Context: an optimization exercise on an open-source flow, tuned for small area, a short achievable clock period and few clock cycles. The choices shown serve that exercise and are no tape-out recipe. The RTL was checked by simulation tests, not by an equivalence proof against the original design.

--- config.mk ---
export PLATFORM = sky130hd
export DESIGN_NAME = rsdec
export DESIGN_NICKNAME = rsdec
export VERILOG_FILES = /design/flow/design.v
export SDC_FILE = /design/flow/constraint.sdc
export NUM_CORES = 4
export LEC_CHECK = 0
export CAP_MARGIN = 20
export CORE_MARGIN = 2
export CORE_UTILIZATION = 30
export PLACE_DENSITY = 0.45
export SLEW_MARGIN = 20
--- constraint.sdc ---
create_clock -name core_clock -period 18.0 [get_ports {clk}]
set_input_delay 3.6000 -clock core_clock [delete_from_list [all_inputs] [get_ports {clk}]]
set_output_delay 3.6000 -clock core_clock [all_outputs]
set_load 0.01 [all_outputs]
--- design.v ---
module rsdec (
    input  wire        clk,
    input  wire        rst,
    input  wire        in_valid,
    input  wire [7:0]  in_data,
    input  wire        in_last,
    output wire        in_ready,
    output wire        res_valid,
    input  wire        res_ready,
    output wire        res_fail,
    output wire [3:0]  res_nerr,
    output wire [79:0] res_pos,
    output wire [79:0] res_val
);
    localparam NSYM = 20;
    localparam T    = 10;
    function [7:0] gf_mul(input [7:0] a, input [7:0] b);
        integer k;
        reg [7:0] p, aa;
        begin
            p  = 8'h00;
            aa = a;
            for (k = 0; k < 8; k = k + 1) begin
                if (b[k]) p = p ^ aa;
                aa = aa[7] ? ((aa << 1) ^ 8'h1D) : (aa << 1);
            end
            gf_mul = p;
        end
    endfunction
    function [7:0] gf_pow(input integer e);
        integer k;
        reg [7:0] p;
        begin
            p = 8'h01;
            for (k = 0; k < e; k = k + 1)
                p = p[7] ? ((p << 1) ^ 8'h1D) : (p << 1);
            gf_pow = p;
        end
    endfunction
    function [7:0] gf_inv(input [7:0] x);
        integer k;
        reg [7:0] sq, r;
        begin
            sq = x;
            r  = 8'h01;
            for (k = 1; k < 8; k = k + 1) begin
                sq = gf_mul(sq, sq);
                r  = gf_mul(r, sq);
            end
            gf_inv = r;
        end
    endfunction
    localparam S_IN    = 3'd0;
    localparam S_BMD   = 3'd1;    
    localparam S_BMU   = 3'd2;    
    localparam S_OMEGA = 3'd3;    
    localparam S_CHIEN = 3'd4;    
    localparam S_OUT   = 3'd5;    
    reg  [2:0] state;
    reg  [7:0] nbytes;            
    reg  [4:0] r;                 
    reg  [7:0] p;                 
    reg  [4:0] L;                 
    reg  [3:0] found;             
    reg        fail;
    reg  [7:0] S   [0:NSYM-1];    
    reg  [7:0] lam [0:T];         
    reg  [7:0] bb  [0:T];         
    reg  [7:0] om  [0:T-1];       
    reg  [7:0] gam;               
    reg  [7:0] d;                 
    reg  [7:0] rpos [0:T-1];
    reg  [7:0] rval [0:T-1];
    wire in_fire = in_valid && in_ready;
    assign in_ready  = (state == S_IN);
    assign res_valid = (state == S_OUT);
    assign res_fail  = fail;
    assign res_nerr  = fail ? 4'd0 : L[3:0];
    genvar gi;
    generate
        for (gi = 0; gi < T; gi = gi + 1) begin : g_res
            assign res_pos[8*gi +: 8] = rpos[gi];
            assign res_val[8*gi +: 8] = rval[gi];
        end
    endgenerate
    reg [7:0] hist [0:T-1];
    reg [7:0] disc;
    integer di;
    always @* begin
        disc = gf_mul(lam[0], S[0]);
        for (di = 1; di <= T; di = di + 1)
            disc = disc ^ gf_mul(lam[di], hist[di-1]);
    end
    reg [7:0] lam_sum, odd_sum, om_sum;
    integer ci;
    always @* begin
        lam_sum = 8'h00;
        odd_sum = 8'h00;
        om_sum  = 8'h00;
        for (ci = 0; ci <= T; ci = ci + 1) begin
            lam_sum = lam_sum ^ lam[ci];
            if (ci % 2 == 1) odd_sum = odd_sum ^ lam[ci];
        end
        for (ci = 0; ci < T; ci = ci + 1)
            om_sum = om_sum ^ om[ci];
    end
    wire [7:0] err_mag = gf_mul(om_sum, gf_inv(odd_sum));
    wire       is_root = (lam_sum == 8'h00);
    wire [3:0] slot    = L[3:0] - 4'd1 - found;
    integer k;
    always @(posedge clk) begin
        if (rst) begin
            state  <= S_IN;
            nbytes <= 8'd0;
            r      <= 5'd0;
            p      <= 8'd0;
            L      <= 5'd0;
            found  <= 4'd0;
            fail   <= 1'b0;
            gam    <= 8'h01;
            d      <= 8'h00;
            for (k = 0; k < NSYM; k = k + 1) S[k] <= 8'h00;
            for (k = 0; k < T; k = k + 1) hist[k] <= 8'h00;
            for (k = 0; k <= T; k = k + 1) begin
                lam[k] <= (k == 0) ? 8'h01 : 8'h00;
                bb[k]  <= (k == 0) ? 8'h01 : 8'h00;
            end
            for (k = 0; k < T; k = k + 1) begin
                om[k]   <= 8'h00;
                rpos[k] <= 8'h00;
                rval[k] <= 8'h00;
            end
        end else begin
            case (state)
                S_IN: begin
                    if (in_fire) begin
                        for (k = 0; k < NSYM; k = k + 1)
                            S[k] <= gf_mul(S[k], gf_pow(k)) ^ in_data;
                        nbytes <= nbytes + 8'd1;
                        if (in_last) begin
                            r     <= 5'd0;
                            L     <= 5'd0;
                            gam   <= 8'h01;
                            found <= 4'd0;
                            fail  <= 1'b0;
                            for (k = 0; k < T; k = k + 1) hist[k] <= 8'h00;
                            for (k = 0; k <= T; k = k + 1) begin
                                lam[k] <= (k == 0) ? 8'h01 : 8'h00;
                                bb[k]  <= (k == 0) ? 8'h01 : 8'h00;
                            end
                            for (k = 0; k < T; k = k + 1) begin
                                rpos[k] <= 8'h00;
                                rval[k] <= 8'h00;
                            end
                            if (nbytes + 8'd1 < NSYM) begin
                                fail  <= 1'b1;
                                state <= S_OUT;
                            end else begin
                                state <= S_BMD;
                            end
                        end
                    end
                end
                S_BMD: begin
                    d     <= disc;
                    state <= S_BMU;
                end
                S_BMU: begin
                    for (k = 0; k <= T; k = k + 1)
                        lam[k] <= gf_mul(gam, lam[k]) ^
                                  ((k == 0) ? 8'h00 : gf_mul(d, bb[k-1]));
                    if (d != 8'h00 && {L, 1'b0} <= {1'b0, r}) begin
                        for (k = 0; k <= T; k = k + 1) bb[k] <= lam[k];
                        L   <= r + 5'd1 - L;
                        gam <= d;
                    end else begin
                        for (k = 0; k <= T; k = k + 1)
                            bb[k] <= (k == 0) ? 8'h00 : bb[k-1];
                    end
                    for (k = 0; k < NSYM; k = k + 1) S[k] <= S[(k + 1) % NSYM];
                    hist[0] <= S[0];
                    for (k = 1; k < T; k = k + 1) hist[k] <= hist[k-1];
                    if (r == NSYM - 1) begin
                        for (k = 0; k < T; k = k + 1) hist[k] <= 8'h00;
                        r     <= 5'd0;
                        state <= S_OMEGA;
                    end else begin
                        r     <= r + 5'd1;
                        state <= S_BMD;
                    end
                end
                S_OMEGA: begin
                    om[r] <= disc;
                    for (k = 0; k < NSYM; k = k + 1) S[k] <= S[(k + 1) % NSYM];
                    hist[0] <= S[0];
                    for (k = 1; k < T; k = k + 1) hist[k] <= hist[k-1];
                    if (r == T - 1) begin
                        if (L > T) begin
                            fail  <= 1'b1;
                            state <= S_OUT;
                        end else begin
                            p     <= nbytes - 8'd1;
                            state <= S_CHIEN;
                        end
                    end else begin
                        r <= r + 5'd1;
                    end
                end
                S_CHIEN: begin
                    if (is_root) begin
                        if (found < L[3:0]) begin
                            rpos[slot] <= p;
                            rval[slot] <= err_mag;
                        end
                        found <= found + 4'd1;
                    end
                    for (k = 1; k <= T; k = k + 1)
                        lam[k] <= gf_mul(lam[k], gf_pow(255 - k));
                    for (k = 1; k < T; k = k + 1)
                        om[k] <= gf_mul(om[k], gf_pow(255 - k));
                    if (p == 8'd0) begin
                        if ((found + (is_root ? 4'd1 : 4'd0)) != L[3:0]) begin
                            fail <= 1'b1;
                            for (k = 0; k < T; k = k + 1) begin
                                rpos[k] <= 8'h00;
                                rval[k] <= 8'h00;
                            end
                        end
                        state <= S_OUT;
                    end else begin
                        p <= p - 8'd1;
                    end
                end
                S_OUT: begin
                    if (res_ready) begin
                        nbytes <= 8'd0;
                        for (k = 0; k < NSYM; k = k + 1) S[k] <= 8'h00;
                        state <= S_IN;
                    end
                end
                default: state <= S_IN;
            endcase
        end
    end
endmodule
--- run.sh ---
#!/bin/bash
# synth_recipe.tcl (not shown) runs the flow's synth.tcl, then flattens the netlist and writes it again
# the make line also repeats each setting of config.mk as NAME=value (left out here)
make -C /OpenROAD-flow-scripts/flow DESIGN_CONFIG=/design/flow/config.mk WORK_HOME=/design/flow/orfs CLKGATE_MAP_FILE= SYNTH_SCRIPT=/design/flow/synth_recipe.tcl finish
==> reports/qor.yml <==
setup_path:
  path_class: "flop to flop"
  critPathMaxFanout: 22
  start_kind: "flop"
  crit_slowest_cell: "or4_1"
  arrival_ps: 17450
  startpoint: "lam[9][6]"
  end_kind: "flop"
  r2r-start: "lam[9][6]"
  worst-endpoint-required_ps: 18460
  crit_top_cell: "xnor3_1"
  cpPeakStageDelay_ps: 750
synthesis:
  synth_top_cell_by_area: "xnor2_1"
  yosys-top-cells-area: "xnor2_1, dfxtp_1, nand2_1"
  async_reset_ff_share_pct: 0
  synth_mux_area_share_pct: 1.22
  ys_types: 104
  synth_top_family_by_area: "XOR/XNOR gates"
  synth_compound_area_share_pct: 10.6
  synth_top_flop_cell: "dfxtp_1"
  syn_avg_cell_area_um2: 7.54
  ys_ff_latch: 698
  synth_warnings: 5
  synthAdderAreaFrac_pct: 0.594
  yosysSeqAreaShare_pct: 20.3
  syn-cell-area_um2: 80500
  synth_xor_area_share_pct: 42.5
  syn_inst: 10700
  syn_nets: 10700
  yosys.area.top_type_share_pct: 28.9
  synth-simple-area-share_pct: 19.7
  synth-edff-count: 240
clock_tree:
  numCtsBuffers: 90
  cts_root_buffer: "clkbuf_16"
  cts.sinks: 698
  cts_hold_buf: 0
  cts-resized-gates: 0
  h-tree-depth: 3
  clock_latency_ps: 780
  clk_path_buf_depth: 3
  cts_setup_buffers: 0
  path_clk_slew_ps: 60
  cts_tree: "built"
timing:
  max_slew.worst_pin.slew_ps: 1310
  slew_violations: 0
  fin_crit_ps: 16990
  rsz0062_at_grt: "no"
  min_period_over_period_pct: 94.4
  relSlewSlack_pct: 11.9
  tns_ps: 0
  finalSetupViolCount: 0
  skew_ps: 68.0
  fmax_mhz: 58.9
  hold_viol_final: 0
detailed_routing:
  avgViaCountPerCell: 5.35
  routed_wl_um: 362000
  first_pass_iters: 9
  drt_iter0_drc: 8967
  ant_nets: 0
  drc: 0
  vias: 74900
  drt-wirelength-per-cell_um: 25.9
hold_path:
  hold_start: "r[4]"
  hold_class: "flop to flop"
floorplanning:
  die_area_um2: 273000
  rows: 190
  fp.dieH_um: 522
  die_w_um: 522
  initial_core_util_pct: 30.1
  coreArea_um2: 267000
  pin_count: 180
cells_and_area:
  finalNetCount: 10400
  syn2layout_area_growth_pct: 11.2
  drive_gt1_share_pct: 6.89
placed_design:
  io_buffers: 179
  place_congestion: 1.01
  dp_hpwl_um: 249000
global_route:
  antenna_found_initial: 11
  grt_overflow: 0
  grt_max_degree: 177
  grt_pass1_wl_um: 522000
  grt_usage_pct: 25.6
  grt_pass1_vias: 71800
job:
  drv_cap: 0
outcome:
  status: "complete, no violations"
per-layer routing:
| layer | vias up | share of wire, % | global-route usage, % |
|---|---|---|---|
| li1 | 34000 | - | - |
| met1 | 36600 | 43 | 35.0 |
| met2 | 3564 | 44 | 39.8 |
| met3 | 783 | 8.7 | 4.48 |
| met4 | 0 | 4.6 | 10.3 |
| met5 | - | 0 | 0 |
flip-flops by register name, indices dropped and copies added, names as in the netlist:
signal and count:
L 5, nbytes 8, rpos 80, r 5, state 3, om 80
rval 80, lam 88, p 8, S 160, hist 80, d 8
bb 80, found 4, fail 1, gam 8
cell type report:
cell class,count,area [um2]
clock buffers,131,2640
multi-input cells,8943,60700
fillers,28200,178000
repair buffers,535,4530
clock inverters,37,483
well taps,3552,4440
flip-flops and latches,698,16400
diodes,9,22.5
inverters,89,338
per-stage QoR:
| step | util, % | std cells | instance area (um2) | setup WS, ps | hold slack [ps] |
|---|---|---|---|---|---|
| after floorplan | - | 10700 | 80500 | 2220 | 450 |
| after global placement | 32.2 | 13800 | 86100 | 197 | 459 |
| after detailed placement | 32.2 | 13800 | 86200 | 445 | 468 |
| after CTS | 33.4 | 14000 | 89300 | 372 | 476 |
| after global routing | 33.5 | 14000 | 89500 | 22.4 | 509 |
| final | 33.5 | 14000 | 89600 | 1010 | 477 |
cell usage after synthesis, types with 20 or more instances:
cell         n
a221oi_1   154
nand2_1   2398
xor2_1     760
inv_1       76
buf_1      152
a211oi_1    47
nand3_1     76
a222oi_1    56
clkbuf_1   749
and2_1      40
mux2i_1     72
nor2_1     886
ha_1        35
xnor3_1    116
nand2b_1    32
xnor2_2     40
mux2_2      23
edfxtp_1   240
a31oi_1     20
a21oi_1    345
o22ai_1     75
xnor2_1   2658
a32oi_1     20
nor2b_1     37
and3_1      79
buf_2       46
a22oi_1    173
nor3_1     259
o21ai_0    254
dfxtp_1    458
logic make-up (layout without fill, tap and decap cells):
kind of cell,Yosys count,in the layout
flops,698,698
other cells,0,9
simple gates,3899,3899
buf+inv,1046,792
mux,95,95
fa+ha+maj,37,37
compound gates,1290,1290
xor+xnor,3622,3622
layout by cell type, fill, tap and decap left out, drive strengths merged, types with 11 or more instances in the layout:
cell              n
nand2          2398
clkbuf          131
nor3b            11
o21ai           267
xor2            779
mux2             23
a32oi            20
o21a             12
edfxtp          240
and3             79
a221oi          155
nand4            13
or3              13
a211oi           48
mux2i            72
o22ai            76
dfxtp           458
buf             361
a222oi           56
nand2b           32
a31oi            20
nor4             15
nor2            888
clkinv           31
a311oi           13
clkdlybuf4s50   174
a22oi           173
xnor3           132
inv              86
xnor2          2702
a21oi           349
and2             41
nand3            77
nor3            259
o211ai           16
nor2b            37
ha               35
critical path: cells and delay by family (launching register included):
| family | cells | cell delay [ps] |
|---|---|---|
| adder cells (fa/ha/maj) | 1 | 320 |
| multiplexers | 2 | 380 |
| XOR/XNOR | 23 | 10260 |
| buffers and inverters | 3 | 560 |
| AO/OA/AOI/OAI | 9 | 2020 |
| flip-flops | 1 | 330 |
| AND/OR/NAND/NOR | 10 | 2740 |
final timing paths:
| check | to | slack (ps) | depth (start not counted) |
|---|---|---|---|
| setup / recovery | rval[1][4] | 1010 | 48 |
| hold / removal | r[4] | 480 | 2 |
| setup reg to reg | rval[1][4] | 1010 | 48 |
| hold reg to reg | r[4] | 480 | 2 |
Testbench counts, summed over its fixed seeds: cycles 62,502.

## afterwards: timing with drivers on the ports
How much do the figures lean on ideal ports? The routed layout below was timed once more, with nothing changed but the port constraints. Step 1: set_driving_cell puts a clkbuf_16 on clk and a buf_2 on each other input, an assumption about the parent block. Step 2 adds t to the input delays and takes it off the output delays; t is the mean of the earliest and latest rising clock arrival at the registers after step 1. Input paths then give back, and output paths get back, about the clock's delay inside the block. Three values: no drivers, after step 1, after step 2; two values: the first two.
t (ns): 0.853
slack for setup (ns): 1.008 / 1.008 / 1.008
slew at the worst register clock pin (ns): 0.08 / 0.08
After both steps setup and hold are still met in this run. For this run, drivers alone change the setup slack by 0.000 ns; drivers and shift together by 0.000 ns.
